Background: an optimization exercise with open tools, aiming at small area, a short achievable clock period and few clock cycles. Do not read the settings as production practice.
RTL that was checked went through simulation tests only; none was proved equivalent to the original.
Only the layout flow was run in runs 3 to 6; the RTL was not checked for function there.
Power figures rest on the tool's default switching activity, not on a simulated workload.

==> flow/design.v <==
module cic_xfer (
    input  wire clk,
    input  wire rst,
    input  wire rdy,        
    input  wire pif_clk,
    output wire fall,       
    output wire rise        
);
    reg lvl;                
    wire taken = rdy & (pif_clk ^ lvl);
    assign fall = taken & lvl;
    assign rise = taken & ~lvl;
    always @(posedge clk) begin
        if (rst)
            lvl <= 1'b1;
        else if (taken)
            lvl <= pif_clk;
    end
endmodule
module cic_core (
    input  wire        clk,
    input  wire        rst,
    input  wire        start,
    input  wire        region_pal,
    input  wire        abort_req,
    input  wire [7:0]  seed,
    input  wire [47:0] checksum,    
    input  wire        pif_clk,
    input  wire        pif_din,
    output wire        drive_low,
    output wire        ready,
    output wire        busy,
    output wire        lockup,
    output reg  [1:0]  outcome
);
    localparam [127:0] TABLE_NTSC = 128'h89E16DC75B8F41B0CED01E31A581A90E;
    localparam [127:0] TABLE_PAL  = 128'hC511891728F321B0A57589171215F40E;
    localparam [1:0] OUT_NONE    = 2'd0;
    localparam [1:0] OUT_ENDED   = 2'd1;
    localparam [1:0] OUT_ABORTED = 2'd2;
    localparam [1:0] OUT_LOCKUP  = 2'd3;
    localparam [3:0] G_IDLE = 4'd0,
                     G_HELLO = 4'd1,    
                     G_SEED  = 4'd2,    
                     G_CK0   = 4'd3,    
                     G_CK    = 4'd4,    
                     G_INIT  = 4'd5,    
                     G_CMD   = 4'd6,    
                     G_CMPC  = 4'd7,    
                     G_CMPB  = 4'd8,    
                     G_V2A   = 4'd9,    
                     G_V2R   = 4'd10,   
                     G_V2Z   = 4'd11,   
                     G_V2T   = 4'd12,   
                     G_ACK   = 4'd13,   
                     G_LOCK  = 4'd14;
    reg  [3:0]   seg;
    reg          busy_r;
    reg          lock_r;
    reg          rdy;
    reg          drv;
    reg          rgn;
    reg  [1:0]   bc;        
    reg  [4:0]   nc;        
    reg  [3:0]   m1, m2, m3, m4, m5, m6, m7, m8,
                 m9, m10, m11, m12, m13, m14, m15;    
    reg  [119:0] sm;        
    reg  [3:0]   vt;        
    reg          vcy;       
    reg  [1:0]   rnd;
    reg          act;       
    reg  [3:0]   cx;        
    reg          vc, vd, ve, vf, vg, vh;    
    reg          fall_q;    
    reg          v2s2;      
    reg          sm_shift;  
    wire [3:0] r4  = sm[3:0];      
    wire [3:0] r3  = sm[7:4];      
    wire [3:0] r2  = sm[11:8];     
    wire [3:0] r1  = sm[15:12];    
    wire [3:0] qa3 = sm[23:20];    
    wire [3:0] qa6 = sm[27:24];    
    wire [3:0] ptr = sm[31:28];    
    wire       qcc = sm[32];       
    wire [3:0] va  = sm[119:116];  
    wire fall, rise;
    cic_xfer u_xfer (
        .clk     (clk),
        .rst     (rst),
        .rdy     (rdy),
        .pif_clk (pif_clk),
        .fall    (fall),
        .rise    (rise)
    );
    assign ready     = rdy;
    assign drive_low = drv;
    assign busy      = busy_r;
    assign lockup    = lock_r;
    wire [1:0] bsel = ~bc;                  
    reg cmp_bit;
    always @* begin
        case (ptr)
            4'd1:  cmp_bit = m1[0];
            4'd2:  cmp_bit = m2[0];
            4'd3:  cmp_bit = m3[0];
            4'd4:  cmp_bit = m4[0];
            4'd5:  cmp_bit = m5[0];
            4'd6:  cmp_bit = m6[0];
            4'd7:  cmp_bit = m7[0];
            4'd8:  cmp_bit = m8[0];
            4'd9:  cmp_bit = m9[0];
            4'd10: cmp_bit = m10[0];
            4'd11: cmp_bit = m11[0];
            4'd12: cmp_bit = m12[0];
            4'd13: cmp_bit = m13[0];
            4'd14: cmp_bit = m14[0];
            default: cmp_bit = m15[0];
        endcase
    end
    reg ssend;    
    reg sbit;     
    always @* begin
        ssend = 1'b1;
        sbit  = 1'b0;
        case (seg)
            G_HELLO: sbit = bc[0] & (bc[1] | rgn);       
            G_SEED, G_CK: sbit = sm[bsel];
            G_CMPB:  begin ssend = bc[0]; sbit = cmp_bit; end
            G_V2A:   sbit = ~bc[0];                     
            G_V2T:   sbit = sm[bsel];
            G_CK0, G_V2Z, G_ACK: sbit = 1'b0;
            default: ssend = 1'b0;
        endcase
    end
    reg [3:0] ckx;
    always @* begin
        case (nc[3:0])
            4'd0:  ckx = checksum[3:0];
            4'd1:  ckx = checksum[7:4];
            4'd2:  ckx = checksum[11:8];
            4'd3:  ckx = checksum[15:12];
            4'd4:  ckx = checksum[19:16];
            4'd5:  ckx = checksum[23:20];
            4'd6:  ckx = checksum[27:24];
            4'd7:  ckx = checksum[31:28];
            4'd8:  ckx = checksum[35:32];
            4'd9:  ckx = checksum[39:36];
            4'd10: ckx = checksum[43:40];
            default: ckx = checksum[47:44];
        endcase
    end
    wire [3:0] v2_a1 = va ^ {~vt[0], 3'b000};
    wire [3:0] v2_a2 = v2_a1 + {~v2_a1[1], 2'b00};
    wire [3:0] v2_t  = v2_a2 + vt;
    function [4:0] v2_step2;
        input       cy;
        input [3:0] t;
        reg   [3:0] u;
        reg   [4:0] w;
        begin
            u = (cy ? t : t + 4'd7) + t;
            w = {1'b0, u} + {1'b0, t} + {4'd0, cy};
            v2_step2 = {w[4], ~w[3:0]};
        end
    endfunction
    wire [4:0] v2_tab [0:31];
    genvar gi;
    generate
        for (gi = 0; gi < 32; gi = gi + 1) begin : g_v2
            assign v2_tab[gi] = v2_step2(gi / 16, gi % 16);
        end
    endgenerate
    wire [4:0] v2_f   = v2_tab[{vcy, vt}];
    wire [3:0] v2_out = v2_f[3:0];
    wire [3:0] n1  = cx + m1 + 4'd1;
    wire [3:0] n2  = ~(n1 + m2 + 4'd1);
    wire [4:0] s23 = {1'b0, m2} + {1'b0, m3} + 5'd1;
    wire       cc  = s23[4];
    wire [3:0] n3  = cc ? (m2 + {m3[2:0], 1'b1}) : s23[3:0];
    wire [3:0] a3  = cc ? n3 : m3;
    wire [3:0] n4  = qa3 + m4;
    wire [3:0] n5a = qa3 + m4 + m5;
    wire [3:0] n5b = {~m4[3], m4[2:0]} + (m4[3] ? 4'd0 : m5);
    wire [3:0] n5  = qcc ? n5b : n5a;
    wire [3:0] n6  = (qcc ? m5 : {~m5[3], m5[2:0]}) + ((~qcc & m5[3]) ? 4'd0 : m6) + {3'd0, qcc};
    wire [3:0] a6  = qcc ? n6 : m6;
    wire [3:0] n7  = qa6 + m7  + 4'd1;
    wire [3:0] n8  = n7  + m8  + 4'd1;
    wire [3:0] n9  = m8  + m9  + 4'd1;
    wire [3:0] n10 = n9  + m10 + 4'd1;
    wire [3:0] n11 = m10 + m11 + 4'd1;
    wire [3:0] n12 = n11 + m12 + 4'd1;
    wire [3:0] n13 = m12 + m13 + 4'd1;
    wire [3:0] n14 = n13 + m14 + 4'd1;
    wire [3:0] n15 = m14 + m15 + 4'd1;
    wire       rnd_end = vh & ~vg;            
    wire [3:0] ptr_next = rgn ? ptr - 4'd1 : ptr + 4'd1;
    wire       v2s1     = fall_q & (bc == 2'd3) & (seg == G_V2R);
    always @(posedge clk) begin
        v2s2 <= v2s1;
        sm_shift <= (fall & (bc == 2'd3) & (seg == G_V2T)) | v2s1;
        if (sm_shift) begin
            sm <= {v2_out, sm[119:4]};
        end else begin
            if (seg == G_HELLO) begin
                sm[15:12] <= 4'd15;                         
                sm[11:8]  <= 4'd0;
                sm[7:4]   <= seed[7:4] + seed[3:0] + 4'd1;   
                sm[3:0]   <= seed[7:4];                      
            end else if (seg == G_CK0) begin
                sm[15:12] <= 4'd3;
                sm[11:8]  <= 4'd5;
                sm[7:4]   <= 4'd3;
                sm[3:0]   <= 4'd0;
            end else if (fall_q && bc == 2'd3 && (seg == G_SEED || seg == G_CK)) begin
                sm[15:12] <= r1 + 4'd1 + vt;
                sm[11:8]  <= r2 + 4'd1 + r1;
                sm[7:4]   <= r3 + 4'd1 + r2;
                sm[3:0]   <= r4 + 4'd1 + r3;
            end
            if (act) begin
                sm[23:20] <= a3;
                sm[32]    <= cc;
            end
            if (vc)
                sm[27:24] <= a6;
            if (rnd_end)
                sm[31:28] <= (m7 == 4'd0) ? 4'd1 : m7;
            else if (rise && seg == G_CMPB && bc[0])
                sm[31:28] <= ptr_next;
            if (seg == G_V2A)
                sm[119:116] <= 4'd5;
        end
        if (v2s2)
            vcy <= v2_f[4];
        else if (seg == G_V2A)
            vcy <= 1'b1;
        if (seg == G_SEED)
            vt <= 4'd15;
        else if (seg == G_CK)
            vt <= ckx;
        else if (fall)
            vt <= {vt[2:0], pif_din};
        else if (v2s1)
            vt <= v2_t;
        fall_q <= fall;
        if (seg == G_INIT && !nc[0]) begin
            m1  <= rgn ? TABLE_PAL[4*17 +: 4] : TABLE_NTSC[4*17 +: 4];
            m2  <= rgn ? TABLE_PAL[4*18 +: 4] : TABLE_NTSC[4*18 +: 4];
            m3  <= rgn ? TABLE_PAL[4*19 +: 4] : TABLE_NTSC[4*19 +: 4];
            m4  <= rgn ? TABLE_PAL[4*20 +: 4] : TABLE_NTSC[4*20 +: 4];
            m5  <= rgn ? TABLE_PAL[4*21 +: 4] : TABLE_NTSC[4*21 +: 4];
            m6  <= rgn ? TABLE_PAL[4*22 +: 4] : TABLE_NTSC[4*22 +: 4];
            m7  <= rgn ? TABLE_PAL[4*23 +: 4] : TABLE_NTSC[4*23 +: 4];
            m8  <= rgn ? TABLE_PAL[4*24 +: 4] : TABLE_NTSC[4*24 +: 4];
            m9  <= rgn ? TABLE_PAL[4*25 +: 4] : TABLE_NTSC[4*25 +: 4];
            m10 <= rgn ? TABLE_PAL[4*26 +: 4] : TABLE_NTSC[4*26 +: 4];
            m11 <= rgn ? TABLE_PAL[4*27 +: 4] : TABLE_NTSC[4*27 +: 4];
            m12 <= rgn ? TABLE_PAL[4*28 +: 4] : TABLE_NTSC[4*28 +: 4];
            m13 <= rgn ? TABLE_PAL[4*29 +: 4] : TABLE_NTSC[4*29 +: 4];
            m14 <= rgn ? TABLE_PAL[4*30 +: 4] : TABLE_NTSC[4*30 +: 4];
            m15 <= rgn ? TABLE_PAL[4*31 +: 4] : TABLE_NTSC[4*31 +: 4];
        end else if (fall_q && seg == G_INIT && nc[0] && bc == 2'd3) begin
            m1 <= vt;                            
        end else if (seg == G_CMPC) begin
            if (act) begin m1  <= n1;  m2  <= n2;  m3  <= n3;  end
            if (vc)  begin m4  <= n4;  m5  <= n5;  m6  <= n6;  end
            if (vd)  begin m7  <= n7;  m8  <= n8;  end
            if (ve)  begin m9  <= n9;  m10 <= n10; end
            if (vf)  begin m11 <= n11; m12 <= n12; end
            if (vg)  begin m13 <= n13; m14 <= n14; end
            if (vh)  m15 <= n15;
        end
        if (act)
            cx <= cx - 4'd1;
        else if (rnd_end)
            cx <= n15;                           
        else if (seg != G_CMPC)
            cx <= m15;                           
    end
    always @(posedge clk) begin
        if (rst) begin
            seg     <= G_IDLE;
            busy_r  <= 1'b0;
            lock_r  <= 1'b0;
            rdy     <= 1'b0;
            drv     <= 1'b0;
            outcome <= OUT_NONE;
            act     <= 1'b0;
            vc      <= 1'b0;
            vd      <= 1'b0;
            ve      <= 1'b0;
            vf      <= 1'b0;
            vg      <= 1'b0;
            vh      <= 1'b0;
        end else begin
            if (seg == G_CMPC) begin
                if (act)
                    act <= (cx != 4'd0);
                vc <= act;
                vd <= vc;
                ve <= vd;
                vf <= ve;
                vg <= vf;
                vh <= vg;
                if (rnd_end) begin
                    rnd <= rnd + 2'd1;
                    if (rnd == 2'd2) begin
                        seg <= G_CMPB;
                        bc  <= 2'd0;
                        rdy <= 1'b1;
                    end else begin
                        act <= 1'b1;
                    end
                end
            end
            if (fall)
                drv <= ssend & ~sbit;
            if (seg == G_IDLE) begin
                if (start) begin
                    seg     <= G_HELLO;
                    busy_r  <= 1'b1;
                    rdy     <= 1'b1;
                    rgn     <= region_pal;
                    outcome <= OUT_NONE;
                    bc      <= 2'd0;
                    nc      <= 5'd0;
                end
            end else if (rise) begin
                drv <= 1'b0;
                bc  <= bc + 2'd1;
                case (seg)
                    G_HELLO: if (bc == 2'd3) seg <= G_SEED;
                    G_SEED: if (bc == 2'd3) begin
                        nc <= nc + 5'd1;
                        if (nc[3:0] == 4'd15) begin
                            seg <= G_CK0;
                            nc  <= 5'd0;
                        end
                    end
                    G_CK0: begin
                        seg <= G_CK;
                        bc  <= 2'd0;
                    end
                    G_CK: if (bc == 2'd3) begin
                        nc <= nc + 5'd1;
                        if (nc[3:0] == 4'd15) begin
                            seg <= G_INIT;
                            nc  <= 5'd0;
                        end
                    end
                    G_INIT: if (bc == 2'd3) begin
                        nc <= nc + 5'd1;
                        if (nc[0]) begin
                            if (abort_req) begin
                                seg     <= G_IDLE;
                                busy_r  <= 1'b0;
                                rdy     <= 1'b0;
                                outcome <= OUT_ABORTED;
                            end else begin
                                seg <= G_CMD;
                            end
                        end
                    end
                    G_CMD: if (bc[0]) begin
                        bc <= 2'd0;
                        nc <= 5'd0;
                        case (vt[1:0])
                            2'b00: begin
                                seg    <= G_CMPC;
                                rdy    <= 1'b0;
                                rnd    <= 2'd0;
                                act    <= 1'b1;
                            end
                            2'b10: seg <= G_V2A;
                            2'b11: seg <= G_ACK;
                            default: begin
                                seg     <= G_LOCK;
                                lock_r  <= 1'b1;
                                rdy     <= 1'b0;
                                outcome <= OUT_LOCKUP;
                            end
                        endcase
                    end
                    G_CMPB: if (bc[0] && ptr_next == 4'd0) begin
                        bc <= 2'd0;
                        if (abort_req) begin
                            seg     <= G_IDLE;
                            busy_r  <= 1'b0;
                            rdy     <= 1'b0;
                            outcome <= OUT_ABORTED;
                        end else begin
                            seg <= G_CMD;
                        end
                    end
                    G_V2A: if (bc == 2'd3) begin
                        nc <= nc + 5'd1;
                        if (nc[0]) begin
                            seg <= G_V2R;
                            nc  <= 5'd0;
                        end
                    end
                    G_V2R: if (bc == 2'd3) begin
                        nc <= nc + 5'd1;
                        if (nc == 5'd29) begin
                            seg <= G_V2Z;
                            nc  <= 5'd0;
                        end
                    end
                    G_V2Z: begin
                        seg <= G_V2T;
                        bc  <= 2'd0;
                    end
                    G_V2T: if (bc == 2'd3) begin
                        nc <= nc + 5'd1;
                        if (nc == 5'd29) begin
                            if (abort_req) begin
                                seg     <= G_IDLE;
                                busy_r  <= 1'b0;
                                rdy     <= 1'b0;
                                outcome <= OUT_ABORTED;
                            end else begin
                                seg <= G_CMD;
                            end
                        end
                    end
                    G_ACK: begin
                        seg     <= G_IDLE;
                        busy_r  <= 1'b0;
                        rdy     <= 1'b0;
                        outcome <= OUT_ENDED;
                    end
                    default: ;
                endcase
            end
        end
    end
endmodule
==> flow/flow/run.sh <==
#!/bin/bash
# The standard layout, with the port buffers made of buf_1 cells (which
# the resizer may size up) instead of the default delay-buffer cell.
set -euo pipefail
export BUFFER_PORTS_ARGS="-buffer_cell sky130_fd_sc_hd__buf_1"
bash standard.sh > standard_flow.log 2>&1
==> flow/standard.sh <==
#!/bin/bash
# synth_recipe.tcl (not shown) runs the flow's synth.tcl, then flattens the netlist and writes it again
# the make line also repeats each setting of config.mk as NAME=value (left out here)
make -C /OpenROAD-flow-scripts/flow DESIGN_CONFIG=/design/flow/config.mk WORK_HOME=/design/flow/orfs CLKGATE_MAP_FILE= SYNTH_SCRIPT=/design/flow/synth_recipe.tcl "${@:-finish}"
==> flow/config.mk <==
export PLATFORM = sky130hd
export DESIGN_NAME = cic_core
export DESIGN_NICKNAME = cic_core
export VERILOG_FILES = /design/flow/design.v
export SDC_FILE = /design/flow/constraint.sdc
export NUM_CORES = 4
export LEC_CHECK = 0
export ABC_CLOCK_PERIOD_IN_PS = 2500
export CAP_MARGIN = 20
export CORE_MARGIN = 2
export CORE_UTILIZATION = 50
export CTS_CLUSTER_DIAMETER = 70
export CTS_CLUSTER_SIZE = 24
export PLACE_DENSITY = 0.6
export SETUP_SLACK_MARGIN = 4.4
export SLEW_MARGIN = 20
==> flow/constraint.sdc <==
create_clock -name core_clock -period 7.0 [get_ports {clk}]
set_input_delay 1.4000 -clock core_clock [delete_from_list [all_inputs] [get_ports {clk}]]
set_output_delay 1.4000 -clock core_clock [all_outputs]
set_load 0.01 [all_outputs]
==> flow_summary.toml, run 1 <==
[routing]
drc = 0
wl_um = 28260
wl_per_cell_um = 18.23
dr.pass1.iters = 5
via_per_inst = 5.651
vias = 8759
postRouteAntennaNets = 0
drt-initial-drc-count = 662

[power]
comb_power_share = 0.121
p_seq_frac = 0.539
p_leak_nw = 5.278
power.clock.fraction = 0.340
vdd_drop_max_mv = 0.1807
power_mw = 2.783
switching_share = 0.2583
power_switching_mw = 0.7190
p_int_mw = 2.064
power_density_nw_per_um2 = 200.3

[sta]
post-route-min-period_ps = 2551
timing.final.crit_share = 0.3644
worst_pin_slew_ps = 1047
timing.fmax_mhz = 392.1
hold_violations = 0
finalSetupTns_ps = 0
setup_viol = 0
whs_ps = 424.1
rsz0062_at_grt = "yes"
final_max_slew_viol_count = 0
fin_ws_ps = 4449
slew_headroom = 0.2969
fin_skew_ps = 16.27

[global_routing]
grt_start_max_net_pins = 84
grt_pass1_vias = 8481
grtUsageTotal = 0.2163
antenna_found_initial = 0
met1_usage = 0.3261
grt_pass1_wl_um = 45480
busiest_layer = "met2"
use_met3 = 0.02656
grt_util_met2 = 0.3362
overflow = 0

[floorplan]
core_area_um2 = 24460
die_width_um = 162.3
ios = 69
start_util = 0.5120
rows = 57
die_area_um2 = 26330
chipHeight_um = 162.3

[final_layout]
antenna_cells = 0
largest_reg_flops = 120
layout_commonest_cell = "edfxtp_1"
final_cell_mix = "179 x edfxtp_1, 111 x nand2_1, 88 x a21oi_1, 81 x inv_1, 78 x ha_1"
largest_register = "sm"
fill_cells = 2113
nNetsFinal = 1389
synthToLayoutAreaGrowth_pct = 10.91
drive_gt1_frac = 0.1003
top_regs = "sm (120), nc (5)"

[synthesis]
synth_edf_count = 179
synth_cells = 1158
synth_top_area_share = 0.4291
netlist_area_um2 = 12530
ys_types = 73
ys_warn_count = 2
ys.flop_type = "edfxtp_1"
synth_seq_cells = 220
async_flop_share = 0
netlist_top_cells_area = "edfxtp_1 43%, ha_1 8.4%, dfxtp_1 6.6%"
yosysSeqAreaShare = 0.4947
synth.net_count = 1330
post-synth-top-area-cell = "edfxtp_1"
postSynthAreaPerCell_um2 = 10.82

[setup_path]
path_class = "flip-flop to flip-flop"
cp-startpoint = "sm[29]"
end_kind = "flip-flop"
timing.rr.start = "sm[29]"
cp.arrival_ps = 2800
cp_max_fo = 6
worstPathRequired_ps = 7250
start_kind = "flip-flop"

[place]
pre_cts_ws_ps = 3921
place_hpwl_um = 19840
io_buffer_count = 68
gp_congestion = 0.8836

[hold_path]
hold_start = "sm[99]"
hp-class = "flip-flop to flip-flop"

[status]
outcome = "complete, no violations"

[cts]
cts_tree = "yes"
clk_latency_ps = 490
cts-root-buf = "clkbuf_16"
clkTransAtPathRegs_ps = 90
cts_sinks = 220
clock_path_buffers = 3
cts.htree.levels = 1
numCtsBuffers = 16

[flow_run]
drv_cap = 0
synthesized netlist by cell type (7+ instances only):
master    instances
mux2_2            9
nand2_1         112
o211ai_1         22
a31oi_1           8
fa_1             25
buf_1            11
o31ai_1           7
edfxtp_1        179
a221oi_1          9
nand2b_1         14
xnor2_1          41
mux2i_1          14
o21ai_0          58
dfxtp_1          41
a211oi_1         14
a21oi_1          92
nor2b_1          23
o21a_1            7
xor2_1           27
a22oi_1          16
nand3_1          12
inv_1            88
nor2_1           73
a21o_1           23
ha_1             84
clkbuf_1         35
nor3_1           18
power groups by stage:
stage | clock, mW | sequential, mW | combinational, mW
floorplan | 0 | 1.49 | 0.281
global placement | 0 | 1.53 | 0.328
detailed placement | 0 | 1.53 | 0.330
CTS | 0.969 | 1.50 | 0.334
global route | 1.01 | 1.51 | 0.386
finish | 0.946 | 1.50 | 0.336
timing repair:
| item | CTS | global route |
|---|---|---|
| endpoints found under the setup margin | 107 | 76 |
| hold buffers | 0 | 0 |
| resized for setup | 11 | 28 |
| pin swaps | 1 | 10 |
| endpoints found under the hold margin | 0 | 0 |
| setup buffers | 4 | 13 |
critical path: stages, from the launching register on:
cell and delay [ps]:
edfxtp_1 500, buf_4 180, or4b_4 530, nand3_2 100
nand2_1 100, or3_4 410, a41o_1 240, a32o_1 240
metal layers:
layer,up-vias,routed length (µm)
met3,39,1167
met5,-,0
met2,201,12530
met4,0,601
li1,4316,-
met1,4203,13960
final cells by class:
type,instances,area [µm²],share of cell area
Clock inverter,9,86.33,0.006215
Tap cell,324,405.4,0.02918
Multi-Input combinational cell,795,5956,0.4287
Sequential cell,220,6211,0.4471
Clock buffer,18,429.2,0.03089
Timing Repair Buffer,94,450.4,0.03242
Inverter,90,354.1,0.02549
stage by stage:
stage / util / area (µm²) / std cells
2_1_floorplan: - / 12600 / 1158
3_3_place_gp: 0.5364 / 13120 / 1506
3_5_place_dp: 0.5364 / 13120 / 1506
4_1_cts: 0.5599 / 13700 / 1537
5_1_grt: 0.5679 / 13890 / 1550
6_report: 0.5679 / 13890 / 1550
path summary, 6_finish.rpt:
| check | to | slack [ps] | cells past startpoint |
|---|---|---|---|
| worst max-delay path | bc[1] | 4450 | 7 |
| worst min-delay path | sm[95] | 420 | 0 |
| worst max register to register | bc[1] | 4450 | 7 |
| worst min register to register | sm[95] | 420 | 0 |
cells by family after synthesis:
| logic type | Yosys count | synth area share |
|---|---|---|
| DFF | 220 | 0.4947 |
| muxes | 23 | 0.01928 |
| buffers and inverters | 143 | 0.04405 |
| AOI/OAI and AO/OA | 303 | 0.1562 |
| xor gates and xnor gates | 71 | 0.05294 |
| and+or+nand+nor | 288 | 0.1082 |
| adders and majority gates | 110 | 0.1247 |
Testbench counts, summed over its fixed seeds: cycles 47,175.
==> inputs of run 2 (changes only) <==
--- a/flow/config.mk
+++ b/flow/config.mk
@@ -9,8 +9,8 @@
 export CAP_MARGIN = 20
 export CORE_MARGIN = 2
 export CORE_UTILIZATION = 50
-export CTS_CLUSTER_DIAMETER = 70
-export CTS_CLUSTER_SIZE = 24
+export CTS_CLUSTER_DIAMETER = 80
+export CTS_CLUSTER_SIZE = 30
 export PLACE_DENSITY = 0.6
 export SETUP_SLACK_MARGIN = 4.4
 export SLEW_MARGIN = 20
==> run 2 against run 1 <==
Effect of this change:
- clock power about the same
- flip-flop and latch count unchanged
- setup slack improved by 9.0 ps
- synthesized area unchanged
- cell area about the same
- clock skew increased by 7.2 ps
- sequential power about the same
- global-route usage increased by 0.078 points
- non-clock buffer count increased by 2
- worst hold slack got worse by 13 ps
- die area unchanged
- largest cell class unchanged
==> flow_summary.toml, run 2 <==
[routing]
wl_met1_um = 13870
wl_um = 28420
via_per_inst = 5.686
dr_wl_met3_um = 1333
drc = 0
vias = 8807
dr.pass1.iters = 6
route.met2.wl_um = 12710
top_layer = "met4"
postRouteAntennaNets = 0
drt-initial-drc-count = 674
wl_per_cell_um = 18.35

[synthesis]
synth.net_count = 1330
synth_seq_cells = 220
postSynthAreaPerCell_um2 = 10.82
synth_cells = 1158
synth_top_area_share = 0.4291
ys_types = 73
netlist_top_cells_area = "edfxtp_1 43%, ha_1 8.4%, dfxtp_1 6.6%"
yosysSeqAreaShare = 0.4947
ys.flop_type = "edfxtp_1"
ys_top_cells_by_count = "179 x edfxtp_1, 112 x nand2_1, 92 x a21oi_1"
synth.most_common_cell = "edfxtp_1"
synth_edf_count = 179
post-synth-top-area-cell = "edfxtp_1"
netlist_area_um2 = 12530
async_flop_share = 0
ys_warn_count = 2

[setup_path]
cp.arrival_ps = 2790
worstPathRequired_ps = 7250
start_kind = "flip-flop"
cp_max_fo = 6
ff2ff_setup_slack_ps = 4460
end_kind = "flip-flop"
timing.rr.end = "bc[1]"
timing.rr.start = "sm[29]"
cp-startpoint = "sm[29]"
rr_worst_depth = 7
path_class = "flip-flop to flip-flop"

[global_routing]
grt_pass1_wl_um = 45610
antenna_found_initial = 0
grt_start_max_net_pins = 84
grtUsageTotal = 0.2171
grt_pass1_vias = 8501
overflow = 0

[cts]
holdBufCountCts = 0
clk_latency_ps = 490
cts.htree.levels = 1
cts_sinks = 220
cts_tree = "yes"
numCtsBuffers = 15
clock_path_buffers = 3
cts-root-buf = "clkbuf_16"
clkTransAtPathRegs_ps = 110

[sta]
post-route-min-period_ps = 2542
hold_violations = 0
setup_viol = 0
worst_pin_slew_ps = 1049
final_max_slew_viol_count = 0
whs_ps = 410.6
rsz0062_at_grt = "yes"
slew_headroom = 0.2951
fin_skew_ps = 23.42
finalSetupTns_ps = 0
timing.fmax_mhz = 393.5
timing.final.crit_share = 0.3631

[floorplan]
core_area_um2 = 24460
rows = 57
die_width_um = 162.3
start_util = 0.5120
chipHeight_um = 162.3
die_area_um2 = 26330
ios = 69

[place]
io_buffer_count = 68
place_hpwl_um = 19840
gp_congestion = 0.8836

[final_layout]
top_regs = "sm (120), nc (5)"
synthToLayoutAreaGrowth_pct = 10.98
fill_cells = 2102
final_cell_mix = "179 x edfxtp_1, 111 x nand2_1, 88 x a21oi_1, 81 x inv_1, 79 x ha_1"
antenna_cells = 0
layout_commonest_cell = "edfxtp_1"
largest_register = "sm"
nNetsFinal = 1390
largest_reg_flops = 120
drive_gt1_frac = 0.09796

[power]
p_leak_nw = 5.294
vdd_drop_max_mv = 0.1758
power_density_nw_per_um2 = 200.3

[hold_path]
hold_end = "sm[43]"
hold_depth = 0
hp-class = "flip-flop to flip-flop"
hold_start = "sm[47]"

[flow_run]
drv_cap = 0

[status]
outcome = "complete, no violations"
## run 2: how the worst max path moves through the flow
| stage | to | slack (ps) | cells past startpoint |
|---|---|---|---|
| 6_report | bc[1] | 4460 | 7 |
| 5_1_grt | sm[26] | 4320 | 10 |
| 4_1_cts | m5[3] | 4400 | 8 |
| 3_5_place_dp | sm[30] | 3920 | 3 |
| 3_3_place_gp | sm[28] | 3990 | 3 |
| 2_1_floorplan | sm[6] | 4380 | 7 |
## run 2: layout make-up
cell class	instances	area (µm²)	area share
flip-flops and latches	220	6211	0.4468
clock inverters	7	103.9	0.007471
repair buffers	96	465.4	0.03348
clock buffers	17	404.1	0.02907
inverters	90	356.6	0.02565
well taps	324	405.4	0.02916
multi-input cells	795	5954	0.4284
## run 2: worst max-delay path, stage by stage, from the launching register on
cell,delay (ps)
edfxtp_1,500
buf_4,180
or4b_4,530
nand3_2,100
nand2_1,100
or3_4,410
a41o_1,240
a32o_1,240
## run 2: through the flow
| stage | util | cell area (µm²) | instances | setup slack [ps] | total power [mW] |
|---|---|---|---|---|---|
| 2_1_floorplan | - | 12600 | 1158 | 4378 | 1.769 |
| 3_3_place_gp | 0.5364 | 13120 | 1506 | 3990 | 1.857 |
| 3_5_place_dp | 0.5364 | 13120 | 1506 | 3921 | 1.860 |
| 4_1_cts | 0.5598 | 13690 | 1534 | 4402 | 2.808 |
| 5_1_grt | 0.5683 | 13900 | 1549 | 4319 | 2.909 |
| 6_report | 0.5683 | 13900 | 1549 | 4458 | 2.785 |
## run 2: logic make-up after synthesis
group	after synthesis	synth area share
AOI/OAI and AO/OA	303	0.1562
and+or+nand+nor	288	0.1082
DFF	220	0.4947
buffers and inverters	143	0.04405
adders and majority gates	110	0.1247
xor gates and xnor gates	71	0.05294
muxes	23	0.01928
## run 2: layer usage
layer	global-route usage	up-vias
met3	0.02988	39
met4	0.04344	0
met1	0.3257	4234
li1	-	4319
met2	0.3395	215
met5	0	-
## run 2: power by group
group | total (mW) | switching, mW | internal [mW] | leakage (nW)
Combinational | 0.337 | 0.174 | 0.162 | 3.08
Sequential | 1.50 | 0.0618 | 1.44 | 1.96
Clock | 0.945 | 0.473 | 0.473 | 0.250
Total | 2.78 | 0.709 | 2.08 | 5.29
## run 2: repair_timing
item                                    in CTS  in global routing
endpoints found under the setup margin     108                 46
buffers inserted                             4                 15
pin swaps                                    1                 11
endpoints found under the hold margin        0                  0
resized for setup                           14                 24
==> inputs of run 3 (changes only) <==
--- a/flow/design.v
+++ b/flow/design.v
@@ -70,7 +70,7 @@
     reg  [1:0]   rnd;
     reg          act;       
     reg  [3:0]   cx;        
-    reg          vc, vd, ve, vf, vg, vh;    
+    reg          vb, vc, vd, ve, vf, vg, vh;    
     reg          fall_q;    
     reg          v2s2;      
     reg          sm_shift;  
@@ -78,6 +78,7 @@
     wire [3:0] r3  = sm[7:4];      
     wire [3:0] r2  = sm[11:8];     
     wire [3:0] r1  = sm[15:12];    
+    wire [3:0] qa2 = sm[19:16];    
     wire [3:0] qa3 = sm[23:20];    
     wire [3:0] qa6 = sm[27:24];    
     wire [3:0] ptr = sm[31:28];    
@@ -174,9 +175,9 @@
     wire [3:0] v2_out = v2_f[3:0];
     wire [3:0] n1  = cx + m1 + 4'd1;
     wire [3:0] n2  = ~(n1 + m2 + 4'd1);
-    wire [4:0] s23 = {1'b0, m2} + {1'b0, m3} + 5'd1;
+    wire [4:0] s23 = {1'b0, qa2} + {1'b0, m3} + 5'd1;
     wire       cc  = s23[4];
-    wire [3:0] n3  = cc ? (m2 + {m3[2:0], 1'b1}) : s23[3:0];
+    wire [3:0] n3  = cc ? (qa2 + {m3[2:0], 1'b1}) : s23[3:0];
     wire [3:0] a3  = cc ? n3 : m3;
     wire [3:0] n4  = qa3 + m4;
     wire [3:0] n5a = qa3 + m4 + m5;
@@ -218,7 +219,9 @@
                 sm[7:4]   <= r3 + 4'd1 + r2;
                 sm[3:0]   <= r4 + 4'd1 + r3;
             end
-            if (act) begin
+            if (act)
+                sm[19:16] <= m2;
+            if (vb) begin
                 sm[23:20] <= a3;
                 sm[32]    <= cc;
             end
@@ -263,7 +266,8 @@
         end else if (fall_q && seg == G_INIT && nc[0] && bc == 2'd3) begin
             m1 <= vt;                            
         end else if (seg == G_CMPC) begin
-            if (act) begin m1  <= n1;  m2  <= n2;  m3  <= n3;  end
+            if (act) begin m1  <= n1;  m2  <= n2;  end
+            if (vb)  m3 <= n3;
             if (vc)  begin m4  <= n4;  m5  <= n5;  m6  <= n6;  end
             if (vd)  begin m7  <= n7;  m8  <= n8;  end
             if (ve)  begin m9  <= n9;  m10 <= n10; end
@@ -287,6 +291,7 @@
             drv     <= 1'b0;
             outcome <= OUT_NONE;
             act     <= 1'b0;
+            vb      <= 1'b0;
             vc      <= 1'b0;
             vd      <= 1'b0;
             ve      <= 1'b0;
@@ -297,7 +302,8 @@
             if (seg == G_CMPC) begin
                 if (act)
                     act <= (cx != 4'd0);
-                vc <= act;
+                vb <= act;
+                vc <= vb;
                 vd <= vc;
                 ve <= vd;
                 vf <= ve;
==> flow/flow/run.sh (replaced) <==
#!/bin/bash
# The standard layout, with the port buffers made of buf_2 cells (which
# the resizer may size up) instead of the default delay-buffer cell.
set -euo pipefail
export BUFFER_PORTS_ARGS="-buffer_cell sky130_fd_sc_hd__buf_2"
bash standard.sh > standard_flow.log 2>&1
--- a/flow/config.mk
+++ b/flow/config.mk
@@ -9,8 +9,8 @@
 export CAP_MARGIN = 20
 export CORE_MARGIN = 2
 export CORE_UTILIZATION = 50
-export CTS_CLUSTER_DIAMETER = 80
-export CTS_CLUSTER_SIZE = 30
+export CTS_CLUSTER_DIAMETER = 70
+export CTS_CLUSTER_SIZE = 24
 export PLACE_DENSITY = 0.6
-export SETUP_SLACK_MARGIN = 4.4
+export SETUP_SLACK_MARGIN = 4.5
 export SLEW_MARGIN = 20
==> run 3 against run 2 <==
Effect of this change:
- still clean
- maximum frequency decreased by 2.5%
- setup slack got worse by 64 ps
- core utilization increased by 0.40 points
- cell area increased by 3.1%
- non-clock buffer count increased by 12
- critical path depth increased by 3
- via count increased by 4.1%
- largest cell class unchanged
==> flow_summary.toml, run 3 <==
[synthesis]
post-synth-top-area-cell = "edfxtp_1"
synth_cells = 1188
synth_seq_cells = 221
netlist_area_um2 = 12690
netlist_top_cells_area = "edfxtp_1 42%, ha_1 8.3%, dfxtp_1 6.6%"
synth.net_count = 1360
postSynthAreaPerCell_um2 = 10.68
async_flop_share = 0
ys_top_cells_by_count = "179 x edfxtp_1, 118 x nand2_1, 108 x a21oi_1"
ys_types = 76
synth_edf_count = 179
synth.most_common_cell = "edfxtp_1"
yosysSeqAreaShare = 0.4900
ys.flop_type = "edfxtp_1"
synth_top_area_share = 0.4237
ys_warn_count = 2

[sta]
finalSetupTns_ps = 0
rsz0062_at_grt = "yes"
slew_headroom = 0.4557
worst_pin_slew_ps = 814.8
final_max_slew_viol_count = 0
fin_ws_ps = 4394
hold_violations = 0
timing.fmax_mhz = 383.8
setup_viol = 0
timing.final.crit_share = 0.3722
post-route-min-period_ps = 2606
fin_skew_ps = 32.07

[final_layout]
top_regs = "sm (120), nc (5)"
largest_reg_flops = 120
synthToLayoutAreaGrowth_pct = 12.93
layout_commonest_cell = "edfxtp_1"
nNetsFinal = 1426
fin_util = 0.5722
final_cell_mix = "179 x edfxtp_1, 118 x nand2_1, 99 x a21oi_1, 79 x inv_1, 73 x nor2_1"
antenna_cells = 0
drive_gt1_frac = 0.1767
largest_register = "sm"

[floorplan]
rows = 58
start_util = 0.5067
ios = 69
core_area_um2 = 25040
die_width_um = 163.3
die_area_um2 = 26660
chipHeight_um = 163.3

[global_routing]
grtUsageTotal = 0.2206
overflow = 0
antenna_found_initial = 0
grt_start_max_net_pins = 92
grt_pass1_vias = 8889
grt_pass1_wl_um = 46800

[status]
outcome = "complete, no violations"

[cts]
clkTransAtPathRegs_ps = 90
cts_sinks = 221
cts.htree.levels = 1
cts_tree = "yes"
cts-root-buf = "clkbuf_16"
numCtsBuffers = 17
clock_path_buffers = 3
clk_latency_ps = 500
holdBufCountCts = 0

[setup_path]
worstPathRequired_ps = 7410
start_kind = "flip-flop"
cp.arrival_ps = 3020
cp_max_fo = 2
path_class = "flip-flop to flip-flop"
end_kind = "flip-flop"

[routing]
via_per_inst = 5.757
drc = 0
drt-initial-drc-count = 726
postRouteAntennaNets = 0
wl_um = 29600
wl_per_cell_um = 18.59
dr.pass1.iters = 7
vias = 9165

[power]
p_leak_nw = 5.488
power_mw = 2.855
power_density_nw_per_um2 = 199.3
vdd_drop_max_mv = 0.1668

[place]
place_hpwl_um = 20370
io_buffer_count = 68
pre_cts_ws_ps = 3905
gp_congestion = 0.9454

[hold_path]
hp-class = "flip-flop to flip-flop"

[flow_run]
drv_cap = 0
==> run 3: per-layer routing <==
layer,GRT usage,wire [µm]
met3,0.02565,1487
met2,0.3738,14260
met4,0.04747,565
met5,0,0
met1,0.3065,13300
==> run 3: cell type report <==
class / instances / area, µm²
multi-input cells: 818 / 6146
clock inverters: 10 / 97.59
flip-flops and latches: 221 / 6232
repair buffers: 108 / 664.4
clock buffers: 17 / 425.4
well taps: 330 / 412.9
fillers: 2192 / 10710
inverters: 88 / 347.8
==> run 3: final timing paths <==
check                           startpoint      to  slack, ps  cells after the start
worst max-delay path                m11[0]  m12[3]       4390                     10
worst min-delay path                sm[98]  sm[94]        420                      0
worst max register to register      m11[0]  m12[3]       4390                     10
worst min register to register      sm[98]  sm[94]        420                      0
==> run 3: power by group <==
part,switching [mW],internal [mW]
clock network,0.496,0.463
registers,0.0567,1.45
logic,0.205,0.183
total,0.758,2.10
==> run 3: kinds of logic after synthesis <==
| family | Yosys count | synth area share |
|---|---|---|
| fa+ha+maj | 110 | 0.1231 |
| compound gates | 298 | 0.1507 |
| xor+xnor | 72 | 0.05296 |
| buf+inv | 149 | 0.04527 |
| mux | 23 | 0.01913 |
| simple gates | 315 | 0.1188 |
| flops | 221 | 0.4900 |
==> run 3: worst max-delay path, cell delays in order (launching register included) <==
cell	delay [ps]
edfxtp_1	350
inv_1	70
ha_4	160
fa_2	540
inv_2	50
ha_4	220
a21o_1	180
a21oi_2	120
xnor3_1	270
or3_4	420
a21oi_2	160
==> run 3: per-stage QoR <==
step / cell area, µm² / hold WS, ps / cells
2_1_floorplan: 12800 / 400.3 / 1188
3_3_place_gp: 13370 / 401.5 / 1534
3_5_place_dp: 13370 / 404.5 / 1534
4_1_cts: 14090 / 420.8 / 1578
5_1_grt: 14330 / 422.9 / 1592
6_report: 14330 / 416.2 / 1592
==> run 3: repair_timing <==
| item | in CTS | in global routing |
|---|---|---|
| buffers inserted | 17 | 14 |
| resized for setup | 26 | 35 |
| endpoints found under the setup margin | 124 | 69 |
| pin swaps | 12 | 18 |
==> inputs of run 4 (changes only) <==
--- a/flow/design.v
+++ b/flow/design.v
@@ -62,6 +62,7 @@
     reg          rgn;
     reg  [1:0]   bc;        
     reg  [4:0]   nc;        
+    reg  [3:0]   rsh;       
     reg  [3:0]   m1, m2, m3, m4, m5, m6, m7, m8,
                  m9, m10, m11, m12, m13, m14, m15;    
     reg  [119:0] sm;        
@@ -70,7 +71,7 @@
     reg  [1:0]   rnd;
     reg          act;       
     reg  [3:0]   cx;        
-    reg          vb, vc, vd, ve, vf, vg, vh;    
+    reg          vc, vd, ve, vf, vg;    
     reg          fall_q;    
     reg          v2s2;      
     reg          sm_shift;  
@@ -78,9 +79,7 @@
     wire [3:0] r3  = sm[7:4];      
     wire [3:0] r2  = sm[11:8];     
     wire [3:0] r1  = sm[15:12];    
-    wire [3:0] qa2 = sm[19:16];    
     wire [3:0] qa3 = sm[23:20];    
-    wire [3:0] qa6 = sm[27:24];    
     wire [3:0] ptr = sm[31:28];    
     wire       qcc = sm[32];       
     wire [3:0] va  = sm[119:116];  
@@ -150,9 +149,9 @@
             default: ckx = checksum[47:44];
         endcase
     end
-    wire [3:0] v2_a1 = va ^ {~vt[0], 3'b000};
+    wire [3:0] v2_a1 = va ^ {~rsh[0], 3'b000};
     wire [3:0] v2_a2 = v2_a1 + {~v2_a1[1], 2'b00};
-    wire [3:0] v2_t  = v2_a2 + vt;
+    wire [3:0] v2_t  = v2_a2 + rsh;
     function [4:0] v2_step2;
         input       cy;
         input [3:0] t;
@@ -175,26 +174,27 @@
     wire [3:0] v2_out = v2_f[3:0];
     wire [3:0] n1  = cx + m1 + 4'd1;
     wire [3:0] n2  = ~(n1 + m2 + 4'd1);
-    wire [4:0] s23 = {1'b0, qa2} + {1'b0, m3} + 5'd1;
+    wire [4:0] s23 = {1'b0, m2} + {1'b0, m3} + 5'd1;
     wire       cc  = s23[4];
-    wire [3:0] n3  = cc ? (qa2 + {m3[2:0], 1'b1}) : s23[3:0];
+    wire [3:0] n3  = cc ? (m2 + {m3[2:0], 1'b1}) : s23[3:0];
     wire [3:0] a3  = cc ? n3 : m3;
     wire [3:0] n4  = qa3 + m4;
     wire [3:0] n5a = qa3 + m4 + m5;
     wire [3:0] n5b = {~m4[3], m4[2:0]} + (m4[3] ? 4'd0 : m5);
     wire [3:0] n5  = qcc ? n5b : n5a;
     wire [3:0] n6  = (qcc ? m5 : {~m5[3], m5[2:0]}) + ((~qcc & m5[3]) ? 4'd0 : m6) + {3'd0, qcc};
-    wire [3:0] a6  = qcc ? n6 : m6;
-    wire [3:0] n7  = qa6 + m7  + 4'd1;
-    wire [3:0] n8  = n7  + m8  + 4'd1;
-    wire [3:0] n9  = m8  + m9  + 4'd1;
-    wire [3:0] n10 = n9  + m10 + 4'd1;
-    wire [3:0] n11 = m10 + m11 + 4'd1;
-    wire [3:0] n12 = n11 + m12 + 4'd1;
-    wire [3:0] n13 = m12 + m13 + 4'd1;
-    wire [3:0] n14 = n13 + m14 + 4'd1;
-    wire [3:0] n15 = m14 + m15 + 4'd1;
-    wire       rnd_end = vh & ~vg;            
+    wire [3:0] n7a = m6 + m7 + 4'd1;
+    wire [3:0] n7b = m5 + m6 + m7 + 4'd2;     
+    wire [3:0] n7  = qcc ? n7b : n7a;
+    wire [3:0] n8  = m7  + m8  + 4'd1;
+    wire [3:0] n9  = n8  + m9  + 4'd1;
+    wire [3:0] n10 = m9  + m10 + 4'd1;
+    wire [3:0] n11 = n10 + m11 + 4'd1;
+    wire [3:0] n12 = m11 + m12 + 4'd1;
+    wire [3:0] n13 = n12 + m13 + 4'd1;
+    wire [3:0] n14 = m13 + m14 + 4'd1;
+    wire [3:0] n15 = n14 + m15 + 4'd1;
+    wire       rnd_end = vg & ~vf;            
     wire [3:0] ptr_next = rgn ? ptr - 4'd1 : ptr + 4'd1;
     wire       v2s1     = fall_q & (bc == 2'd3) & (seg == G_V2R);
     always @(posedge clk) begin
@@ -219,14 +219,10 @@
                 sm[7:4]   <= r3 + 4'd1 + r2;
                 sm[3:0]   <= r4 + 4'd1 + r3;
             end
-            if (act)
-                sm[19:16] <= m2;
-            if (vb) begin
+            if (act) begin
                 sm[23:20] <= a3;
                 sm[32]    <= cc;
             end
-            if (vc)
-                sm[27:24] <= a6;
             if (rnd_end)
                 sm[31:28] <= (m7 == 4'd0) ? 4'd1 : m7;
             else if (rise && seg == G_CMPB && bc[0])
@@ -238,14 +234,14 @@
             vcy <= v2_f[4];
         else if (seg == G_V2A)
             vcy <= 1'b1;
-        if (seg == G_SEED)
+        if (v2s1)
+            vt <= v2_t;
+        else if (seg == G_SEED)
             vt <= 4'd15;
         else if (seg == G_CK)
             vt <= ckx;
-        else if (fall)
-            vt <= {vt[2:0], pif_din};
-        else if (v2s1)
-            vt <= v2_t;
+        if (fall)
+            rsh <= {rsh[2:0], pif_din};
         fall_q <= fall;
         if (seg == G_INIT && !nc[0]) begin
             m1  <= rgn ? TABLE_PAL[4*17 +: 4] : TABLE_NTSC[4*17 +: 4];
@@ -264,16 +260,14 @@
             m14 <= rgn ? TABLE_PAL[4*30 +: 4] : TABLE_NTSC[4*30 +: 4];
             m15 <= rgn ? TABLE_PAL[4*31 +: 4] : TABLE_NTSC[4*31 +: 4];
         end else if (fall_q && seg == G_INIT && nc[0] && bc == 2'd3) begin
-            m1 <= vt;                            
+            m1 <= rsh;                           
         end else if (seg == G_CMPC) begin
-            if (act) begin m1  <= n1;  m2  <= n2;  end
-            if (vb)  m3 <= n3;
-            if (vc)  begin m4  <= n4;  m5  <= n5;  m6  <= n6;  end
-            if (vd)  begin m7  <= n7;  m8  <= n8;  end
-            if (ve)  begin m9  <= n9;  m10 <= n10; end
-            if (vf)  begin m11 <= n11; m12 <= n12; end
-            if (vg)  begin m13 <= n13; m14 <= n14; end
-            if (vh)  m15 <= n15;
+            if (act) begin m1  <= n1;  m2  <= n2;  m3  <= n3;  end
+            if (vc)  begin m4  <= n4;  m5  <= n5;  m6  <= n6;  m7 <= n7; end
+            if (vd)  begin m8  <= n8;  m9  <= n9;  end
+            if (ve)  begin m10 <= n10; m11 <= n11; end
+            if (vf)  begin m12 <= n12; m13 <= n13; end
+            if (vg)  begin m14 <= n14; m15 <= n15; end
         end
         if (act)
             cx <= cx - 4'd1;
@@ -291,24 +285,20 @@
             drv     <= 1'b0;
             outcome <= OUT_NONE;
             act     <= 1'b0;
-            vb      <= 1'b0;
             vc      <= 1'b0;
             vd      <= 1'b0;
             ve      <= 1'b0;
             vf      <= 1'b0;
             vg      <= 1'b0;
-            vh      <= 1'b0;
         end else begin
             if (seg == G_CMPC) begin
                 if (act)
                     act <= (cx != 4'd0);
-                vb <= act;
-                vc <= vb;
+                vc <= act;
                 vd <= vc;
                 ve <= vd;
                 vf <= ve;
                 vg <= vf;
-                vh <= vg;
                 if (rnd_end) begin
                     rnd <= rnd + 2'd1;
                     if (rnd == 2'd2) begin
@@ -371,7 +361,7 @@
                     G_CMD: if (bc[0]) begin
                         bc <= 2'd0;
                         nc <= 5'd0;
-                        case (vt[1:0])
+                        case (rsh[1:0])
                             2'b00: begin
                                 seg    <= G_CMPC;
                                 rdy    <= 1'b0;
==> run 4 against run 3 <==
Effect of this change:
- still clean on timing, DRC and antenna
- total power fell by 4.4%
- cell area rose by 2.0%
- clock skew fell by 6.7 ps
- count of clock-buffer cells in the layout rose by 4
- via count rose by 0.51%
- setup slack improved by 42 ps
- die area rose by 1.6%
- global-route usage rose by 0.82 points
- wire length rose by 3.4%
- worst hold slack got worse by 2.5 ps
- cell count fell by 0.44%
- largest cell class unchanged
- largest power group unchanged
==> flow_summary.toml, run 4 <==
[status]
outcome = "complete, no violations"

[floorplan]
ios = 69
die_area_um2 = 27100
core_area_um2 = 25250
start_util = 0.5108
die_width_um = 164.6
chipHeight_um = 164.6
rows = 58

[routing]
wl_um = 30610
drc = 0
drt-initial-drc-count = 601
vias = 9212
dr.pass1.iters = 5
postRouteAntennaNets = 0
via_per_inst = 5.812
wl_per_cell_um = 19.31

[power]
p_leak_nw = 5.681
power_mw = 2.728
vdd_drop_max_mv = 0.1662
power_density_nw_per_um2 = 186.8

[cts]
clk_latency_ps = 510
cts_sinks = 223
numCtsBuffers = 18
cts-root-buf = "clkbuf_16"
cts.htree.levels = 1
cts_tree = "yes"
clock_path_buffers = 3
clkTransAtPathRegs_ps = 90

[synthesis]
yosys.area_share.simple = 0.1101
synth_compound_area_frac = 0.1503
synth_fa_ha_area_frac = 0.1288
synthMuxAreaShare = 0.01814
synth.net_count = 1349
synth_seq_cells = 223
yosysSeqAreaShare = 0.4912
async_flop_share = 0
ys_types = 77
post-synth-top-area-cell = "edfxtp_1"
netlist_top_cells_area = "edfxtp_1 44%, ha_1 8.5%, dfxtp_1 5.6%"
ys_top_cells_by_count = "187 x edfxtp_1, 94 x inv_1, 93 x nand2_1"
synth_cells = 1170
postSynthAreaPerCell_um2 = 11.03
netlist_area_um2 = 12900
synth_top_family_by_area = "compound AO/OA/AOI/OAI gates"
synth.most_common_cell = "edfxtp_1"
ys.flop_type = "edfxtp_1"
ys_warn_count = 2
synth_edf_count = 187
synth_xor_area_frac = 0.05393
synth_top_area_share = 0.4353

[final_layout]
drive_gt1_frac = 0.1849
final_cell_mix = "187 x edfxtp_1, 88 x nand2_1, 82 x inv_1, 80 x nor2_1, 79 x a21oi_1"
regArea_um2 = 6350
largest_register = "sm"
multi_input_area_um2 = 6237
nNetsFinal = 1425
synthToLayoutAreaGrowth_pct = 13.24
top_regs = "sm (120), nc (5)"
largest_reg_flops = 120
antenna_cells = 0
stdcell_area_um2 = 14610
layout_commonest_cell = "edfxtp_1"
fill_cells = 2152

[setup_path]
path_class = "flip-flop to flip-flop"
ff2ff_setup_slack_ps = 4440
rr_worst_depth = 9
worstPathRequired_ps = 7270
start_kind = "flip-flop"
end_kind = "flip-flop"
timing.rr.end = "m7[3]"
cp_max_fo = 2
cp.arrival_ps = 2830
timing.rr.start = "m5[0]"
cp-startpoint = "m5[0]"
crit_path_end = "m7[3]"

[sta]
setup_viol = 0
slew_headroom = 0.3103
fin_ws_ps = 4436
fin_skew_ps = 25.39
worst_pin_slew_ps = 1035
rsz0062_at_grt = "yes"
timing.fmax_mhz = 390.1
timing.final.crit_share = 0.3662
final_max_slew_viol_count = 0
hold_violations = 0
post-route-min-period_ps = 2564
finalSetupTns_ps = 0

[global_routing]
overflow = 0
grt_pass1_vias = 8781
grt_start_max_net_pins = 92
antenna_found_initial = 0
grtUsageTotal = 0.2288
grt_pass1_wl_um = 48090

[place]
gp_congestion = 0.8912
io_buffer_count = 68
pre_cts_ws_ps = 4019
place_hpwl_um = 21080
postPlaceCellArea_um2 = 13480

[hold_path]
hp-class = "flip-flop to flip-flop"

[flow_run]
drv_cap = 0
==> run 4: cell types whose count changed after synthesis, sizes merged, moves of 7 or more <==
| cell | before | now |
|---|---|---|
| nand2 | 118 | 93 |
| a21oi | 108 | 86 |
| a22oi | 8 | 19 |
| edfxtp | 179 | 187 |
| nor2 | 77 | 85 |
| inv | 87 | 94 |
| nand2b | 17 | 24 |
==> run 4: repair_timing <==
action / CTS / global route
setup buffers: 24 / 12
setup endpoints to repair: 129 / 63
pin swaps: 12 / 29
resized for setup: 26 / 46
gates cloned: 1 / 0
hold buffers: 0 / 0
==> run 4: metal layers <==
layer | routed length, µm | track usage | vias to the layer above
li1 | - | - | 4406
met1 | 14400 | 0.3339 | 4511
met2 | 14160 | 0.3671 | 245
met3 | 1412 | 0.02712 | 50
met4 | 637 | 0.05494 | 0
met5 | 0 | 0 | -
==> run 4: final cells by class <==
class / count / share of cell area
Sequential cell: 223 / 0.4347
Timing Repair Buffer: 108 / 0.04471
Tap cell: 330 / 0.02827
Multi-Input combinational cell: 801 / 0.4270
Inverter: 94 / 0.02518
Clock buffer: 21 / 0.03443
Clock inverter: 8 / 0.005739
==> run 4: report_power, final <==
group	leakage, nW	switching (mW)	internal (mW)
logic	3.40	0.122	0.103
registers	1.99	0.0220	1.45
clock network	0.291	0.498	0.534
==> run 4: how the worst min path moves through the flow <==
stage               endpoint  cells past startpoint  slack, ps  startpoint
finish                sm[75]                      0        410      sm[79]
global route          sm[37]                      0        420      sm[41]
CTS                   sm[55]                      0        420      sm[59]
detailed placement   sm[104]                      0        400     sm[108]
global placement      sm[60]                      0        400      sm[64]
floorplan            sm[100]                      0        400     sm[104]
==> run 4: cell families after synthesis <==
| logic type | Yosys count |
|---|---|
| and+or+nand+nor | 295 |
| AOI/OAI and AO/OA | 292 |
| DFF | 223 |
| buffers and inverters | 147 |
| adders and majority gates | 116 |
| xor gates and xnor gates | 77 |
| muxes | 20 |
==> run 4: critical path, stage by stage (launching register included) <==
cell and delay (ps):
edfxtp_1 440, fa_1 580, inv_1 50, ha_1 170, o21a_1 190, o21a_1 170, or3_1 360, a31oi_2 170
xnor2_1 140, nor2_1 60
==> run 4: through the flow <==
step,util,hold WS (ps),instances
3_3_place_gp,0.5338,402.4,1519
4_1_cts,0.5679,415.9,1573
2_1_floorplan,-,400.3,1170
6_report,0.5784,413.6,1585
3_5_place_dp,0.5338,404.5,1519
5_1_grt,0.5784,416.6,1585
==> inputs of run 5 (changes only) <==
--- a/flow/config.mk
+++ b/flow/config.mk
@@ -8,9 +8,9 @@
 export ABC_CLOCK_PERIOD_IN_PS = 2500
 export CAP_MARGIN = 20
 export CORE_MARGIN = 2
-export CORE_UTILIZATION = 50
+export CORE_UTILIZATION = 60
 export CTS_CLUSTER_DIAMETER = 70
 export CTS_CLUSTER_SIZE = 24
-export PLACE_DENSITY = 0.6
+export PLACE_DENSITY = 0.7
 export SETUP_SLACK_MARGIN = 4.5
 export SLEW_MARGIN = 20
==> run 5 against run 4 <==
Effect of this change:
- still clean on timing, DRC and antenna
- maximum frequency fell by 1.4%
- non-clock buffer count up 7
- worst hold slack improved by 11 ps
- synthesized cell count did not move
- sequential share of layout area grew 0.59 points
- cell count shrank 3.4%
- register-to-register slack worse by 40 ps
- critical path type unchanged
- critical endpoint unchanged
==> flow_summary.toml, run 5 <==
[status]
outcome = "complete, no violations"

[setup_path]
worstPathCellList = "fa_1, inv_1, ha_2, o21a_1, o21a_1, or3_1, a31oi_1, xnor2_1, nor2_1"
cp.arrival_ps = 2840
ff2ff_setup_slack_ps = 4400
path_buf_inv = 1
start_kind = "flip-flop"
slowest_delay_ps = 590
end_kind = "flip-flop"
path_class = "flip-flop to flip-flop"
cp_common_cell = "o21a_1"
cp_top_family = "adder cells"
slowest_stage = "fa_1"
worstPathRequired_ps = 7240
cp_max_fo = 2

[synthesis]
synth_xor_area_frac = 0.05393
synth_top_area_share = 0.4353
postSynthAreaPerCell_um2 = 11.03
ys.flop_type = "edfxtp_1"
synth_compound_area_frac = 0.1503
synth_top_family_by_area = "compound AO/OA/AOI/OAI gates"
synth_seq_cells = 223
synth_fa_ha_area_frac = 0.1288
synth.most_common_cell = "edfxtp_1"
netlist_area_um2 = 12900
synth_cells = 1170
yosys.area_share.simple = 0.1101
async_flop_share = 0
netlist_top_cells_area = "edfxtp_1 44%, ha_1 8.5%, dfxtp_1 5.6%"
ys_top_cells_by_count = "187 x edfxtp_1, 94 x inv_1, 93 x nand2_1"
post-synth-top-area-cell = "edfxtp_1"
ys_types = 77
ys_warn_count = 2
synthMuxAreaShare = 0.01814
synth.net_count = 1349
synth_edf_count = 187
yosysSeqAreaShare = 0.4912

[sta]
timing.final.crit_share = 0.3714
post-route-min-period_ps = 2599
worst_pin_slew_ps = 746.1
finalSetupTns_ps = 0
slew_headroom = 0.5026
hold_violations = 0
rsz0062_at_grt = "yes"
final_max_slew_viol_count = 0
setup_viol = 0
fin_skew_ps = 15.84
timing.fmax_mhz = 384.7

[routing]
postRouteAntennaNets = 0
via_per_inst = 6.035
drc = 0
wl_per_cell_um = 19.17
vias = 9240
dr.pass1.iters = 6
drt-initial-drc-count = 858
wl_um = 29350

[global_routing]
overflow = 0
grt_pass1_vias = 8741
grt_start_max_net_pins = 82
antenna_found_initial = 0
grtUsageTotal = 0.2620
grt_pass1_wl_um = 46680

[place]
io_buffer_count = 68
place_hpwl_um = 20230
gp_congestion = 0.8926

[floorplan]
rows = 53
chipHeight_um = 150.6
die_width_um = 150.6
core_area_um2 = 21090
die_area_um2 = 22690
ios = 69
start_util = 0.6117

[final_layout]
nNetsFinal = 1428
top_regs = "sm (120), nc (5)"
synthToLayoutAreaGrowth_pct = 11.67
largest_register = "sm"
drive_gt1_frac = 0.1752
fill_cells = 1618
final_cell_mix = "187 x edfxtp_1, 92 x nand2_1, 87 x inv_1, 81 x nor2_1, 80 x a21oi_1"
largest_reg_flops = 120
layout_commonest_cell = "edfxtp_1"
fin_util = 0.6831
antenna_cells = 0

[flow_run]
drv_cap = 0

[cts]
cts-root-buf = "clkbuf_16"
clk_latency_ps = 490
numCtsBuffers = 15
cts.htree.levels = 1
cts_sinks = 223
cts_tree = "yes"
clock_path_buffers = 3
clkTransAtPathRegs_ps = 90
holdBufCountCts = 0

[hold_path]
hp-class = "flip-flop to flip-flop"

[power]
vdd_drop_max_mv = 0.1872
power_density_nw_per_um2 = 178.6
p_leak_nw = 5.634
[run 5: cell types whose count changed in the layout (fill, tap and decap cells not counted), sizes merged]
cell / change
clkinvlp: +1
clkinv: +3
inv: -3
nor2: -1
buf: +7
clkbuf: -6
[run 5: cells by family (layout without fill, tap and decap cells)]
family                     Yosys count  count (layout)
and+or+nand+nor                    295             295
AOI/OAI and AO/OA                  292             292
DFF                                223             223
buffers and inverters              147             233
adders and majority gates          116             116
xor gates and xnor gates            77              77
muxes                               20              20
[run 5: metrics by stage]
| stage | setup WS (ps) | power, mW | instances | hold slack (ps) | cell area, µm² |
|---|---|---|---|---|---|
| after floorplan | 4399 | 1.651 | 1170 | 400.3 | 12950 |
| after global placement | 4140 | 1.712 | 1466 | 401.2 | 13420 |
| after detailed placement | 4084 | 1.716 | 1466 | 404.5 | 13420 |
| after CTS | 4383 | 2.579 | 1509 | 421.7 | 14080 |
| after global routing | 4325 | 2.660 | 1531 | 429.1 | 14410 |
| final | 4401 | 2.573 | 1531 | 424.5 | 14410 |
[run 5: cell type report]
class	count	area (µm²)	share of cell area
Sequential cell	223	6346	0.4405
Multi-Input combinational cell	800	6193	0.4299
Timing Repair Buffer	115	700.7	0.04864
Inverter	94	367.9	0.02554
Clock buffer	15	375.4	0.02606
Tap cell	275	344.1	0.02389
Clock inverter	9	77.57	0.005385
[run 5: path summary, 6_finish.rpt]
path / startpoint / end / cells past startpoint
max: m5[0] / m7[3] / 9
min: sm[42] / sm[38] / 0
min reg2reg: sm[42] / sm[38] / 0
max reg2reg: m5[0] / m7[3] / 9
[run 5: where the power goes]
part	total, mW	internal [mW]	switching [mW]
Clock	0.876	0.408	0.467
Combinational	0.229	0.105	0.123
Sequential	1.47	1.45	0.0196
[run 5: timing repair]
action,CTS,global route
gates resized for setup,19,38
pin swaps,13,24
endpoints found under the setup margin,69,58
setup buffers,19,22
[run 5: worst register-to-register path, cell delays in order, from the launching register on]
cell and delay, ps:
edfxtp_1 450, fa_1 590, inv_1 50, ha_2 150, o21a_1 180, o21a_1 170
or3_1 350, a31oi_1 190, xnor2_1 150, nor2_1 60
[run 5: metal layers]
metal,vias up,part of all wire,track usage
met3,40,0.053,0.03424
met1,4527,0.46,0.3994
met5,-,0,0
met4,0,0.019,0.06028
met2,283,0.47,0.4023
li1,4390,-,-
==> inputs of run 6 (changes only) <==
--- a/flow/design.v
+++ b/flow/design.v
@@ -152,26 +152,9 @@
     wire [3:0] v2_a1 = va ^ {~rsh[0], 3'b000};
     wire [3:0] v2_a2 = v2_a1 + {~v2_a1[1], 2'b00};
     wire [3:0] v2_t  = v2_a2 + rsh;
-    function [4:0] v2_step2;
-        input       cy;
-        input [3:0] t;
-        reg   [3:0] u;
-        reg   [4:0] w;
-        begin
-            u = (cy ? t : t + 4'd7) + t;
-            w = {1'b0, u} + {1'b0, t} + {4'd0, cy};
-            v2_step2 = {w[4], ~w[3:0]};
-        end
-    endfunction
-    wire [4:0] v2_tab [0:31];
-    genvar gi;
-    generate
-        for (gi = 0; gi < 32; gi = gi + 1) begin : g_v2
-            assign v2_tab[gi] = v2_step2(gi / 16, gi % 16);
-        end
-    endgenerate
-    wire [4:0] v2_f   = v2_tab[{vcy, vt}];
-    wire [3:0] v2_out = v2_f[3:0];
+    wire [3:0] v2_u  = (vcy ? vt : vt + 4'd7) + vt;
+    wire [4:0] v2_w  = {1'b0, v2_u} + {1'b0, vt} + {4'd0, vcy};
+    wire [3:0] v2_out = ~v2_w[3:0];
     wire [3:0] n1  = cx + m1 + 4'd1;
     wire [3:0] n2  = ~(n1 + m2 + 4'd1);
     wire [4:0] s23 = {1'b0, m2} + {1'b0, m3} + 5'd1;
@@ -184,7 +167,7 @@
     wire [3:0] n5  = qcc ? n5b : n5a;
     wire [3:0] n6  = (qcc ? m5 : {~m5[3], m5[2:0]}) + ((~qcc & m5[3]) ? 4'd0 : m6) + {3'd0, qcc};
     wire [3:0] n7a = m6 + m7 + 4'd1;
-    wire [3:0] n7b = m5 + m6 + m7 + 4'd2;     
+    wire [3:0] n7b = n6 + m7 + 4'd1;
     wire [3:0] n7  = qcc ? n7b : n7a;
     wire [3:0] n8  = m7  + m8  + 4'd1;
     wire [3:0] n9  = n8  + m9  + 4'd1;
@@ -231,7 +214,7 @@
                 sm[119:116] <= 4'd5;
         end
         if (v2s2)
-            vcy <= v2_f[4];
+            vcy <= v2_w[4];
         else if (seg == G_V2A)
             vcy <= 1'b1;
         if (v2s1)
--- a/flow/config.mk
+++ b/flow/config.mk
@@ -9,8 +9,8 @@
 export CAP_MARGIN = 20
 export CORE_MARGIN = 2
 export CORE_UTILIZATION = 60
-export CTS_CLUSTER_DIAMETER = 70
-export CTS_CLUSTER_SIZE = 24
+export CTS_CLUSTER_DIAMETER = 80
+export CTS_CLUSTER_SIZE = 32
 export PLACE_DENSITY = 0.7
 export SETUP_SLACK_MARGIN = 4.5
 export SLEW_MARGIN = 20
==> run 6 against run 5 <==
Effect of this change:
- still clean on timing, DRC and antenna
- first-iteration DRC count fell by 2.9%
- synthesized area did not move
- critical path depth rose by 4
- worst hold slack improved by 2.8 ps
- maximum frequency fell by 9.6%
==> flow_summary.toml, run 6 <==
[final_layout]
final_cells = 1560
layout_commonest_cell = "edfxtp_1"
antenna_cells = 0
multi_input_area_um2 = 6464
nNetsFinal = 1462
largest_reg_flops = 120
regArea_um2 = 6346
final_cell_mix = "187 x edfxtp_1, 90 x nand2_1, 89 x a21oi_1, 78 x nor2_1"
top_regs = "sm (120), nc (5)"
largest_register = "sm"
synthToLayoutAreaGrowth_pct = 14.75
fill_cells = 1632

[sta]
worst_pin_slew_ps = 962.8
hold_violations = 0
final_max_slew_viol_count = 0
post-route-min-period_ps = 2876
setup_viol = 0
slew_headroom = 0.3581
timing.final.crit_share = 0.4108
finalSetupTns_ps = 0
timing.fmax_mhz = 347.7

[setup_path]
path_class = "flip-flop to flip-flop"
start_kind = "flip-flop"
cp.arrival_ps = 3110
end_kind = "flip-flop"
cp_max_fo = 3
worstPathRequired_ps = 7240

[hold_path]
hp-class = "flip-flop to flip-flop"
hold_depth = 0

[synthesis]
synth_edf_count = 187
synth_cells = 1183
ys.flop_type = "edfxtp_1"
postSynthAreaPerCell_um2 = 10.90
synth.net_count = 1367
post-synth-top-area-cell = "edfxtp_1"
ys_types = 76
netlist_top_cells_area = "edfxtp_1 44%, ha_1 9.1%, dfxtp_1 5.6%"
synth_top_area_share = 0.4353
async_flop_share = 0
netlist_area_um2 = 12900
yosysSeqAreaShare = 0.4912
ys_top_cells_by_count = "187 x edfxtp_1, 101 x a21oi_1, 94 x ha_1"

[floorplan]
die_width_um = 150.6
core_area_um2 = 21090
start_util = 0.6117
die_area_um2 = 22690
chipHeight_um = 150.6
rows = 53

[place]
place_hpwl_um = 21290
gp_congestion = 0.9788
io_buffer_count = 68

[cts]
clkTransAtPathRegs_ps = 110
cts_tree = "yes"
clk_latency_ps = 500
clock_path_buffers = 3

[status]
outcome = "complete, no violations"

[global_routing]
grt_start_max_net_pins = 86
grtUsageTotal = 0.2718
antenna_found_initial = 0

[power]
p_int_mw = 1.975
power_switching_mw = 0.6427
comb_power_share = 0.093
switching_share = 0.2456
vdd_drop_max_mv = 0.1631
power.clock.fraction = 0.344
p_leak_nw = 5.740
p_seq_frac = 0.563

[routing]
wl_per_cell_um = 19.94
vias = 9434
wl_um = 31110

[flow_run]
drv_cap = 0
run 6: cell types whose count changed in the layout (fill, tap and decap cells not counted), moves of 7 or more:
cell / delta
ha_4: +9
o211ai_1: -8
nand2b_1: -7
o21ai_0: +7
a31oi_1: +10
a21oi_1: +9
buf_4: +18
fa_1: -8
o22ai_1: -7
inv_1: -15
a22oi_1: -7
fa_2: +7
inv_2: +11
run 6: critical path, cell delays in order (launching register included):
cell	delay [ps]
edfxtp_1	470
clkinv_4	90
ha_4	150
nor2_4	40
fa_2	340
inv_2	70
fa_2	460
inv_2	90
ha_4	190
a21o_1	160
a21oi_2	160
xnor2_2	90
o211ai_1	210
a21oi_1	90
run 6: cells by family (layout without fill, tap and decap cells):
family	after synthesis	in the layout	synth area share
flops	223	223	0.4912
mux	19	19	0.01629
compound gates	305	305	0.1533
xor+xnor	76	76	0.05325
fa+ha+maj	121	121	0.1331
buf+inv	145	247	0.04403
simple gates	294	294	0.1089
run 6: path summary, 6_finish.rpt:
path	start	end	slack (ps)
setup / recovery	sm[32]	m7[3]	4120
hold / removal	sm[102]	sm[98]	430
setup reg to reg	sm[32]	m7[3]	4120
hold reg to reg	sm[102]	sm[98]	430
run 6: timing repair:
item	4_1_cts	5_1_grt
resized for setup	40	53
buffers inserted	26	30
endpoints found under the setup margin	130	65
pin swaps	28	45
run 6: power groups by stage:
stage | clock network [mW] | logic, mW | registers, mW
2_1_floorplan | 0 | 0.166 | 1.49
3_3_place_gp | 0 | 0.217 | 1.51
3_5_place_dp | 0 | 0.224 | 1.51
4_1_cts | 0.911 | 0.228 | 1.48
5_1_grt | 0.957 | 0.272 | 1.48
6_report | 0.902 | 0.243 | 1.47
run 6: metrics by stage:
stage	hold WS (ps)	cell area [µm²]	total power, mW	setup slack, ps
floorplan	400.3	13010	1.659	4195
global placement	401.7	13540	1.724	3746
detailed placement	404.5	13540	1.730	3611
CTS	428.6	14330	2.615	4177
global route	436.9	14800	2.704	4062
finish	427.3	14800	2.618	4124
run 6: per-layer routing:
| layer | global-route usage | wire (µm) |
|---|---|---|
| met5 | 0 | 0 |
| met4 | 0.05187 | 488 |
| met3 | 0.03000 | 1891 |
| met2 | 0.4373 | 14590 |
| met1 | 0.4044 | 14140 |
run 6: final cells by class:
| class | count | area share |
|---|---|---|
| inverter | 92 | 0.02468 |
| clock inverter | 8 | 0.005663 |
| sequential | 223 | 0.4287 |
| clock buffer | 15 | 0.02536 |
| tap | 275 | 0.02324 |
| timing repair buffer | 132 | 0.05570 |
| multi-input combinational | 815 | 0.4367 |
